This is an optimization exercise on Yosys and OpenROAD, whose aim is small area, a short achievable clock period and few clock cycles, not a production implementation. The RTL of this run was laid out without a check of its function. Power and IR drop assume default switching activity.

[flow/config.mk]
export PLATFORM = sky130hd
export DESIGN_NAME = safe64_core
export DESIGN_NICKNAME = safe64_core
export VERILOG_FILES = /design/flow/design.v
export SDC_FILE = /design/flow/constraint.sdc
export NUM_CORES = 4
export LEC_CHECK = 0
export CAP_MARGIN = 20
export CORE_MARGIN = 2
export CORE_UTILIZATION = 40
export SLEW_MARGIN = 20
[flow/constraint.sdc]
create_clock -name core_clock -period 9.0 [get_ports {clk}]
set_input_delay 1.8000 -clock core_clock [delete_from_list [all_inputs] [get_ports {clk}]]
set_output_delay 1.8000 -clock core_clock [all_outputs]
set_load 0.01 [all_outputs]
[flow/design.v]
module safe64_fwd (
    input  wire [5:0] code,
    output reg  [7:0] sym
);
    always @(*) begin
        if (code == 6'd0)
            sym = 8'h2D;                        
        else if (code <= 6'd10)
            sym = 8'h2F + {2'b00, code};        
        else if (code <= 6'd36)
            sym = 8'h36 + {2'b00, code};        
        else if (code == 6'd37)
            sym = 8'h5F;                        
        else
            sym = 8'h3B + {2'b00, code};        
    end
endmodule
module safe64_rev (
    input  wire [7:0] sym,
    output reg        is_code,
    output reg        is_ws,
    output reg  [5:0] code
);
    always @(*) begin
        is_code = 1'b0;
        is_ws   = 1'b0;
        code    = 6'd0;
        if (sym == 8'h2D) begin
            is_code = 1'b1;
            code    = 6'd0;
        end else if (sym >= 8'h30 && sym <= 8'h39) begin
            is_code = 1'b1;
            code    = sym[5:0] - 6'h2F;
        end else if (sym >= 8'h41 && sym <= 8'h5A) begin
            is_code = 1'b1;
            code    = sym[5:0] - 6'h36;
        end else if (sym == 8'h5F) begin
            is_code = 1'b1;
            code    = 6'd37;
        end else if (sym >= 8'h61 && sym <= 8'h7A) begin
            is_code = 1'b1;
            code    = sym[5:0] - 6'h3B;
        end else if (sym == 8'h09 || sym == 8'h0A || sym == 8'h0D || sym == 8'h20) begin
            is_ws   = 1'b1;
        end
    end
endmodule
module safe64_core (
    input  wire        clk,
    input  wire        rst,
    input  wire        reg_we,
    input  wire [7:0]  reg_addr,
    input  wire [31:0] reg_wdata,
    output reg  [31:0] reg_rdata,
    output reg         mem_req,
    output reg         mem_we,
    output reg  [31:0] mem_addr,
    output reg  [7:0]  mem_wdata,
    input  wire [7:0]  mem_rdata,
    input  wire        mem_ready
);
    localparam [31:0] ST_NOT_ENOUGH_ROOM   = 32'hFFFF_FFFF;   
    localparam [31:0] ST_INVALID_SOURCE    = 32'hFFFF_FFFE;   
    localparam [31:0] ST_UNTERMINATED      = 32'hFFFF_FFFD;   
    localparam [31:0] ST_INVALID_LENGTH    = 32'hFFFF_FFFB;   
    localparam [31:0] ST_INVALID_COMMAND   = 32'hFFFF_FFFA;   
    localparam [2:0] OP_NONE = 3'd0, OP_ENC = 3'd1, OP_DEC = 3'd2,
                     OP_VWR  = 3'd3, OP_VRD = 3'd4;
    localparam [2:0] S_IDLE  = 3'd0,
                     S_START = 3'd1,
                     S_READ  = 3'd2,
                     S_PROC  = 3'd3,
                     S_EMIT  = 3'd4,
                     S_END   = 3'd5,
                     S_WB    = 3'd6;
    reg [31:0] cmd_q;
    reg        busy_q;
    reg [31:0] result_q;
    reg [31:0] src_ptr_q;
    reg [31:0] src_len_q;
    reg [31:0] dst_ptr_q;
    reg [31:0] dst_len_q;
    reg [63:0] value_q;
    reg [2:0]  state_q;
    reg [2:0]  op_q;
    reg        final_q;
    reg [23:0] acc_q;
    reg [2:0]  fill_q;
    reg [31:0] s_q;           
    reg [31:0] d_q;           
    reg [31:0] commit_q;      
    reg [31:0] gstart_q;      
    reg [63:0] v_q;           
    reg [7:0]  byte_q;        
    reg [3:0]  emit_cnt_q;    
    reg        emit_last_q;   
    reg [31:0] res_q;         
    reg [31:0] src_out_q;
    reg [31:0] dst_out_q;
    wire [31:0] cmd_w    = cmd_q;
    reg  [2:0]  dec_op;
    always @(*) begin
        dec_op = OP_NONE;
        if (cmd_w[31:5] == 27'd0) begin
            case (cmd_w[3:0])
                4'h1: dec_op = OP_ENC;
                4'h2: dec_op = OP_DEC;
                4'h3: dec_op = cmd_w[4] ? OP_NONE : OP_VWR;
                4'h4: dec_op = cmd_w[4] ? OP_NONE : OP_VRD;
                default: dec_op = OP_NONE;
            endcase
        end
    end
    wire src_neg = src_len_q[31];
    wire dst_neg = dst_len_q[31];
    reg [3:0] vwr_chunks;
    integer i;
    always @(*) begin
        vwr_chunks = 4'd1;
        for (i = 1; i < 13; i = i + 1)
            if ((value_q >> (5 * i)) != 64'd0)
                vwr_chunks = i[3:0] + 4'd1;
    end
    wire       rev_is_code;
    wire       rev_is_ws;
    wire [5:0] rev_code;
    safe64_rev u_rev (
        .sym     (byte_q),
        .is_code (rev_is_code),
        .is_ws   (rev_is_ws),
        .code    (rev_code)
    );
    wire [3:0]  emit_j    = emit_cnt_q - 4'd1;
    wire [23:0] enc_shift = acc_q >> (6 * emit_j);
    wire [23:0] dec_shift = acc_q >> (8 * emit_j);
    wire [63:0] vwr_shift = value_q >> (5 * emit_j);
    wire [5:0]  vwr_code  = {(emit_cnt_q != 4'd1), vwr_shift[4:0]};
    wire [5:0]  fwd_in    = (op_q == OP_VWR) ? vwr_code : enc_shift[5:0];
    wire [7:0]  fwd_out;
    safe64_fwd u_fwd (
        .code (fwd_in),
        .sym  (fwd_out)
    );
    wire [7:0]  emit_byte = (op_q == OP_DEC) ? dec_shift[7:0] : fwd_out;
    wire [31:0] s_next   = s_q + 32'd1;
    wire [31:0] dst_room = dst_len_q - d_q;
    wire [2:0]  fill_inc = fill_q + 3'd1;
    always @(*) begin
        mem_req   = 1'b0;
        mem_we    = 1'b0;
        mem_addr  = src_ptr_q + s_q;
        mem_wdata = emit_byte;
        if (state_q == S_READ) begin
            mem_req  = 1'b1;
        end else if (state_q == S_EMIT) begin
            mem_req  = 1'b1;
            mem_we   = 1'b1;
            mem_addr = dst_ptr_q + d_q;
        end
    end
    always @(*) begin
        case (reg_addr[7:2])
            6'h00:   reg_rdata = cmd_q;
            6'h01:   reg_rdata = {31'd0, busy_q};
            6'h02:   reg_rdata = result_q;
            6'h03:   reg_rdata = src_ptr_q;
            6'h04:   reg_rdata = src_len_q;
            6'h05:   reg_rdata = dst_ptr_q;
            6'h06:   reg_rdata = dst_len_q;
            6'h07:   reg_rdata = value_q[31:0];
            6'h08:   reg_rdata = value_q[63:32];
            default: reg_rdata = 32'd0;
        endcase
    end
    always @(posedge clk) begin
        if (rst) begin
            cmd_q     <= 32'd0;
            busy_q    <= 1'b0;
            result_q  <= 32'd0;
            src_ptr_q <= 32'd0;
            src_len_q <= 32'd0;
            dst_ptr_q <= 32'd0;
            dst_len_q <= 32'd0;
            value_q   <= 64'd0;
        end else if (state_q == S_IDLE) begin
            if (reg_we) begin
                case (reg_addr[7:2])
                    6'h00: begin
                        cmd_q  <= reg_wdata;
                        busy_q <= 1'b1;
                    end
                    6'h03: src_ptr_q       <= reg_wdata;
                    6'h04: src_len_q       <= reg_wdata;
                    6'h05: dst_ptr_q       <= reg_wdata;
                    6'h06: dst_len_q       <= reg_wdata;
                    6'h07: value_q[31:0]   <= reg_wdata;
                    6'h08: value_q[63:32]  <= reg_wdata;
                    default: ;
                endcase
            end
        end else if (state_q == S_START) begin
            if (dec_op == OP_NONE) begin
                result_q <= ST_INVALID_COMMAND;
                busy_q   <= 1'b0;
            end else if (((dec_op == OP_ENC || dec_op == OP_DEC) && (src_neg || dst_neg)) ||
                         (dec_op == OP_VWR && dst_neg) ||
                         (dec_op == OP_VRD && src_neg)) begin
                result_q <= ST_INVALID_LENGTH;
                busy_q   <= 1'b0;
            end
        end else if (state_q == S_PROC) begin
            if (op_q == OP_VRD && rev_is_code && v_q[63:59] == 5'd0 && !rev_code[5])
                value_q <= {v_q[58:0], rev_code[4:0]};
        end else if (state_q == S_WB) begin
            src_ptr_q <= src_ptr_q + src_out_q;
            src_len_q <= src_len_q - src_out_q;
            dst_ptr_q <= dst_ptr_q + dst_out_q;
            dst_len_q <= dst_len_q - dst_out_q;
            result_q  <= res_q;
            busy_q    <= 1'b0;
        end
    end
    always @(posedge clk) begin
        if (rst) begin
            state_q <= S_IDLE;
        end else begin
            case (state_q)
            S_IDLE: begin
                if (reg_we && reg_addr[7:2] == 6'h00)
                    state_q <= S_START;
            end
            S_START: begin
                op_q        <= dec_op;
                final_q     <= cmd_q[4];
                acc_q       <= 24'd0;
                fill_q      <= 3'd0;
                s_q         <= 32'd0;
                d_q         <= 32'd0;
                commit_q    <= 32'd0;
                gstart_q    <= 32'd0;
                v_q         <= 64'd0;
                emit_last_q <= 1'b0;
                if (dec_op == OP_NONE) begin
                    state_q <= S_IDLE;
                end else if (((dec_op == OP_ENC || dec_op == OP_DEC) && (src_neg || dst_neg)) ||
                             (dec_op == OP_VWR && dst_neg) ||
                             (dec_op == OP_VRD && src_neg)) begin
                    state_q <= S_IDLE;
                end else if (dec_op == OP_VWR) begin
                    if (dst_len_q < {28'd0, vwr_chunks}) begin
                        res_q     <= ST_NOT_ENOUGH_ROOM;
                        src_out_q <= 32'd0;
                        dst_out_q <= 32'd0;
                        state_q   <= S_WB;
                    end else begin
                        emit_cnt_q  <= vwr_chunks;
                        emit_last_q <= 1'b1;
                        state_q     <= S_EMIT;
                    end
                end else if (src_len_q == 32'd0) begin
                    state_q <= S_END;
                end else begin
                    state_q <= S_READ;
                end
            end
            S_READ: begin
                if (mem_ready) begin
                    byte_q  <= mem_rdata;
                    state_q <= S_PROC;
                end
            end
            S_PROC: begin
                state_q <= (s_next < src_len_q) ? S_READ : S_END;
                case (op_q)
                OP_ENC: begin
                    acc_q  <= {acc_q[15:0], byte_q};
                    s_q    <= s_next;
                    fill_q <= fill_inc;
                    if (fill_inc == 3'd3) begin
                        if (dst_room < 32'd4) begin
                            res_q     <= ST_NOT_ENOUGH_ROOM;
                            src_out_q <= commit_q;
                            dst_out_q <= d_q;
                            state_q   <= S_WB;
                        end else begin
                            emit_cnt_q <= 4'd4;
                            state_q    <= S_EMIT;
                        end
                    end
                end
                OP_DEC: begin
                    if (rev_is_ws) begin
                        s_q <= s_next;
                    end else if (!rev_is_code) begin
                        res_q     <= ST_INVALID_SOURCE;
                        src_out_q <= s_q;
                        dst_out_q <= d_q;
                        state_q   <= S_WB;
                    end else begin
                        if (fill_q == 3'd0)
                            gstart_q <= s_q;
                        acc_q  <= {acc_q[17:0], rev_code};
                        s_q    <= s_next;
                        fill_q <= fill_inc;
                        if (fill_inc == 3'd4) begin
                            if (dst_room < 32'd3) begin
                                res_q     <= ST_NOT_ENOUGH_ROOM;
                                src_out_q <= commit_q;
                                dst_out_q <= d_q;
                                state_q   <= S_WB;
                            end else begin
                                emit_cnt_q <= 4'd3;
                                state_q    <= S_EMIT;
                            end
                        end
                    end
                end
                default: begin  
                    if (!rev_is_code) begin
                        res_q     <= ST_INVALID_SOURCE;
                        src_out_q <= s_q;
                        dst_out_q <= 32'd0;
                        state_q   <= S_WB;
                    end else if (v_q[63:59] != 5'd0) begin
                        res_q     <= ST_INVALID_SOURCE;
                        src_out_q <= s_q;
                        dst_out_q <= 32'd0;
                        state_q   <= S_WB;
                    end else begin
                        v_q <= {v_q[58:0], rev_code[4:0]};
                        s_q <= s_next;
                        if (!rev_code[5]) begin
                            res_q     <= s_next;
                            src_out_q <= s_next;
                            dst_out_q <= 32'd0;
                            state_q   <= S_WB;
                        end
                    end
                end
                endcase
            end
            S_EMIT: begin
                if (mem_ready) begin
                    d_q        <= d_q + 32'd1;
                    emit_cnt_q <= emit_cnt_q - 4'd1;
                    if (emit_cnt_q == 4'd1) begin
                        if (emit_last_q) begin
                            res_q     <= d_q + 32'd1;
                            src_out_q <= (op_q == OP_VWR) ? 32'd0 : s_q;
                            dst_out_q <= d_q + 32'd1;
                            state_q   <= S_WB;
                        end else begin
                            acc_q    <= 24'd0;
                            fill_q   <= 3'd0;
                            commit_q <= s_q;
                            state_q  <= (s_q < src_len_q) ? S_READ : S_END;
                        end
                    end
                end
            end
            S_END: begin
                res_q     <= d_q;
                src_out_q <= commit_q;
                dst_out_q <= d_q;
                state_q   <= S_WB;
                case (op_q)
                OP_ENC: begin
                    if (fill_q != 3'd0 && final_q) begin
                        if (dst_room < ((fill_q == 3'd1) ? 32'd2 : 32'd3)) begin
                            res_q <= ST_NOT_ENOUGH_ROOM;
                        end else begin
                            emit_cnt_q  <= (fill_q == 3'd1) ? 4'd2 : 4'd3;
                            emit_last_q <= 1'b1;
                            state_q     <= S_EMIT;
                        end
                    end
                end
                OP_DEC: begin
                    if (fill_q == 3'd0) begin
                        src_out_q <= s_q;
                    end else if (final_q) begin
                        if (fill_q == 3'd1) begin
                            res_q     <= ST_INVALID_SOURCE;
                            src_out_q <= gstart_q;
                        end else if (dst_room < {29'd0, fill_q - 3'd1}) begin
                            res_q <= ST_NOT_ENOUGH_ROOM;
                        end else begin
                            emit_cnt_q  <= {1'b0, fill_q - 3'd1};
                            emit_last_q <= 1'b1;
                            state_q     <= S_EMIT;
                        end
                    end
                end
                default: begin  
                    res_q     <= ST_UNTERMINATED;
                    src_out_q <= 32'd0;
                    dst_out_q <= 32'd0;
                end
                endcase
            end
            S_WB: begin
                state_q <= S_IDLE;
            end
            default: state_q <= S_IDLE;
            endcase
        end
    end
endmodule
[flow/run.sh]
#!/bin/bash
# synth_recipe.tcl (not shown) runs the flow's synth.tcl, then flattens the netlist and writes it again
# the make line also repeats each setting of config.mk as NAME=value (left out here)
make -C /OpenROAD-flow-scripts/flow DESIGN_CONFIG=/design/flow/config.mk WORK_HOME=/design/flow/orfs CLKGATE_MAP_FILE= SYNTH_SCRIPT=/design/flow/synth_recipe.tcl finish
==> key figures <==
Run status
  – Outcome: no timing/DRC/antenna violations

Power and ir drop
  – Pint: 4.80 mW
  – LEAKAGE: 18.9 nW
  – Sequential power share: 0.448
  – PwrDens: 133 nW/µm²
  – Clock group share of total power: 0.497
  – Comb power frac: 0.054
  – Switch Pwr: 1.58 mW
  – Sw Share: 0.247
  – VDD IR max: 0.120 mV
  – Final Power: 6.38 mW

Die
  – Initial Util: 0.403
  – Die Ht: 332 µm
  – Row cnt: 120
  – I/O pins: 126
  – Width of the die: 332 µm
  – Die Area: 110,000 µm²
  – Placeable Area: 107,000 µm²

Placed design
  – GPL Wtd Cong: 1.02
  – Post-detail-place hpwl: 150 mm
  – Pre-CTS setup slack: 1.98 ns
  – Placed cell area: 45,600 µm²
  – PortBufs: 123

Min path
  – Worst hold path depth: 2
  – Worst Min Path Start: cmd_q[26]
  – Hold WC Path Type: flip-flop to flip-flop
  – Hold EP: cmd_q[26]

Setup path
  – Setup crit end kind: primary output
  – R2R Path End: res_q[25]
  – Worst-path fanout max: 11
  – WP data arrival: 6.06 ns
  – Crit path launch type: flip-flop
  – Crit Path Category: flip-flop to primary output
  – R2r setup slk: 2.97 ns
  – Crit Reg-Reg Startpoint: value_q[44]
  – Required time worst endpoint: 7.20 ns
  – R2R cell count: 16

Logic synthesis
  – Synth area leaders: edfxtp_1 23%, dfxtp_1 12%, ha_1 9.0%, a21oi_1 5.0%, nand2_1 4.2%
  – Mapped cell area: 43,100 µm²
  – Syn Nets: 5,424
  – Cell taking the most area after synthesis: edfxtp_1
  – Avg Inst Size Synth: 8.52 µm²
  – Post-synthesis sequential area ratio: 0.352
  – Yosys reg bits: 592
  – Async set-reset flop share out of synthesis: 0
  – Synthesized instance count: 5,055
  – Yosys warning count: 3
  – Cell variety after synth: 86
  – Ys flop type: edfxtp_1
  – Post-synth top area share: 0.231
  – Post-synth EDFFs: 332

Global route
  – Vias in the first global route: 38,700
  – Largest net degree at the start of global routing: 163
  – Global-route wire length before repair: 284 mm
  – Global Route Usage Sum: 0.353
  – GR Overflow Total: 0
  – Initial antenna violation count: 26

Detailed routing
  – Number of nets with antenna violations after routing: 0
  – WL/cell: 31.1 µm
  – DR iter-0 viols: 5,807
  – Vias/cell: 6.51
  – WL final: 201 mm
  – DRC Markers: 0
  – Vias after detailed routing: 42,100
  – First-pass detailed-route iteration total: 7

Timing
  – Worst Tran Pin Value: 1.30 ns
  – Setup Viol. Count Final: 0
  – Max Fclk: 127 MHz
  – Clock skew: 0.0400 ns
  – Shortest period the worst path allows: 7.86 ns
  – Setup TNS: 0 ns
  – Setup ws final: 1.14 ns
  – Final hold viol count: 0
  – Slew Limit Headroom: 0.134
  – RSZ-0062 raised after global routing: false
  – Slew Limit Fails: 0
  – Final period util: 0.873

Clocking
  – Post-CTS Hold Buffers: 0
  – CTS buffer count: 74
  – CTS H-tree depth: 3
  – CTS clock-pin slew for the worst setup and hold paths: 0.06 ns
  – Worst-case clock buffer depth: 3
  – Clk sinks: 592
  – CTS Root Cell: clkbuf_16
  – CTS tree: done
  – Clk latency of the worst-skew pair: 0.67 ns
  – Resize count post-CTS: 0
  – Post-CTS setup buffers: 0

Layout
  – Final instance area: 48,100 µm²
  – Area grow syn2layout: 11.8%
  – Most frequent cells in the layout: 482 x nand2_1, 442 x nor2_1, 419 x a21oi_1
  – Filler instances: 10,500
  – Multi-input gate area: 26,000 µm²
  – Most common cell after layout, fill and taps aside: nand2_1
  – Util after Layout: 0.450
  – Total Nets Final: 5,370
  – Layout cell share with drive strength beyond 1: 0.0664
  – Sequential cell area: 15,200 µm²

Job
  – Max-cap viol count: 0
[worst max-delay path: stages (launching register included)]
cell and delay, ns:
edfxtp_1 0.57, ha_1 0.28, inv_1 0.07, fa_1 0.20, nor2b_1 0.07, o31ai_1 0.51, a211oi_1 0.26, o211ai_1 0.48
a31oi_1 0.24, o41ai_1 0.89, o311ai_0 0.38, a311oi_1 0.41, o21bai_1 0.12, xor2_1 0.15, nand2_1 0.07, o21ai_0 0.11
clkdlybuf4s50_1 0.57
[sequential cells by signal, summed over array words and instances, names as in the netlist]
register,cells
acc_q,24
busy_q,1
byte_q,8
cmd_q,32
commit_q,32
d_q,32
dst_len_q,32
dst_out_q,32
dst_ptr_q,32
emit_cnt_q,4
emit_last_q,1
fill_q,3
final_q,1
gstart_q,32
op_q,3
res_q,32
result_q,32
s_q,32
src_len_q,32
src_out_q,32
src_ptr_q,32
state_q,3
v_q,64
value_q,64
[cells by family after synthesis]
| kind of cell | synth area share |
|---|---|
| AO/OA/AOI/OAI | 0.234 |
| XOR/XNOR | 0.0451 |
| adder cells (fa/ha/maj) | 0.0933 |
| buffers and inverters | 0.0484 |
| flip-flops | 0.352 |
| multiplexers | 0.0353 |
| AND/OR/NAND/NOR | 0.191 |
[per-stage QoR]
stage	hold WS, ns	instances
2_1_floorplan	0.445	5055
3_3_place_gp	0.462	6328
3_5_place_dp	0.470	6328
4_1_cts	0.479	6465
5_1_grt	0.496	6466
6_report	0.482	6474
[power by group through the flow]
stage               registers [mW]  clock network, mW  logic [mW]
floorplan                     2.91                  0       0.173
global placement              2.92                  0       0.331
detailed placement            2.92                  0       0.331
CTS                           2.86               3.18       0.332
global route                  2.86               3.29       0.358
finish                        2.86               3.17       0.346
[final cells by class]
cell class | count | area share
Multi-Input combinational cell | 3921 | 0.541
Sequential cell | 592 | 0.315
Clock buffer | 109 | 0.0452
Timing Repair Buffer | 205 | 0.0387
Tap cell | 1403 | 0.0365
Inverter | 207 | 0.0161
Clock inverter | 28 | 0.00715
Antenna cell | 9 | 0.000468
[synthesized netlist by cell type, types with 42 or more instances]
cell type  count
a211oi_1     157
a21o_1       123
a21oi_1      429
a222oi_1      50
a22oi_1       46
a311oi_1      51
a31oi_1       59
and2_1        96
and3_1       129
clkbuf_1     280
dfxtp_1      260
edfxtp_1     332
ha_1         310
inv_1        207
mux2i_1       46
nand2_1      484
nand2b_1      45
nand3_1       99
nand4_1       48
nor2_1       449
nor2b_1       42
nor3_1       176
o21ai_0      308
xnor2_1      156
xor2_1        66
[routing by layer]
metal / GRT usage / vias up / part of all wire
met4: 0.211 / 18 / 0.066
met3: 0.0862 / 531 / 0.11
met1: 0.463 / 20400 / 0.40
met2: 0.524 / 2481 / 0.42
li1: - / 18700 / -
met5: 0 / - / 0.00060
[worst max-delay path by stage]
stage | startpoint | endpoint | slack (ns) | depth (start not counted)
final | s_q[0] | mem_addr[30] | 1.14 | 16
after global routing | s_q[0] | mem_addr[30] | 0.84 | 16
after CTS | s_q[0] | mem_addr[30] | 1.23 | 16
after detailed placement | s_q[0] | mem_addr[30] | 1.98 | 16
after global placement | s_q[0] | mem_addr[30] | 2.06 | 16
after floorplan | d_q[0] | dst_out_q[0] | 0.25 | 15

## what the ideal ports hide
In the flow no input, the clock included, has a driving cell. The finished layout below was timed again as built, in two steps. Step 1: set_driving_cell puts a clkbuf_16 on clk and a buf_2 on each other input, an assumption about the parent block. Step 2 also shifts input and output timing later by t, the mid clock arrival at the registers, as if the neighbouring blocks saw the same clock. a / b / c = ideal / step 1 / step 2; a / b = the first two.
t (ns): 0.716
slack for setup (ns): 1.140 / 1.071 / 1.787
worst setup path at the end: register to output
clock arrival spread, ns: 0.042 / 0.041
After both steps setup and hold are still met in this run. The setup slack of this run moves by -0.069 ns with the drivers and by +0.647 ns with both steps.
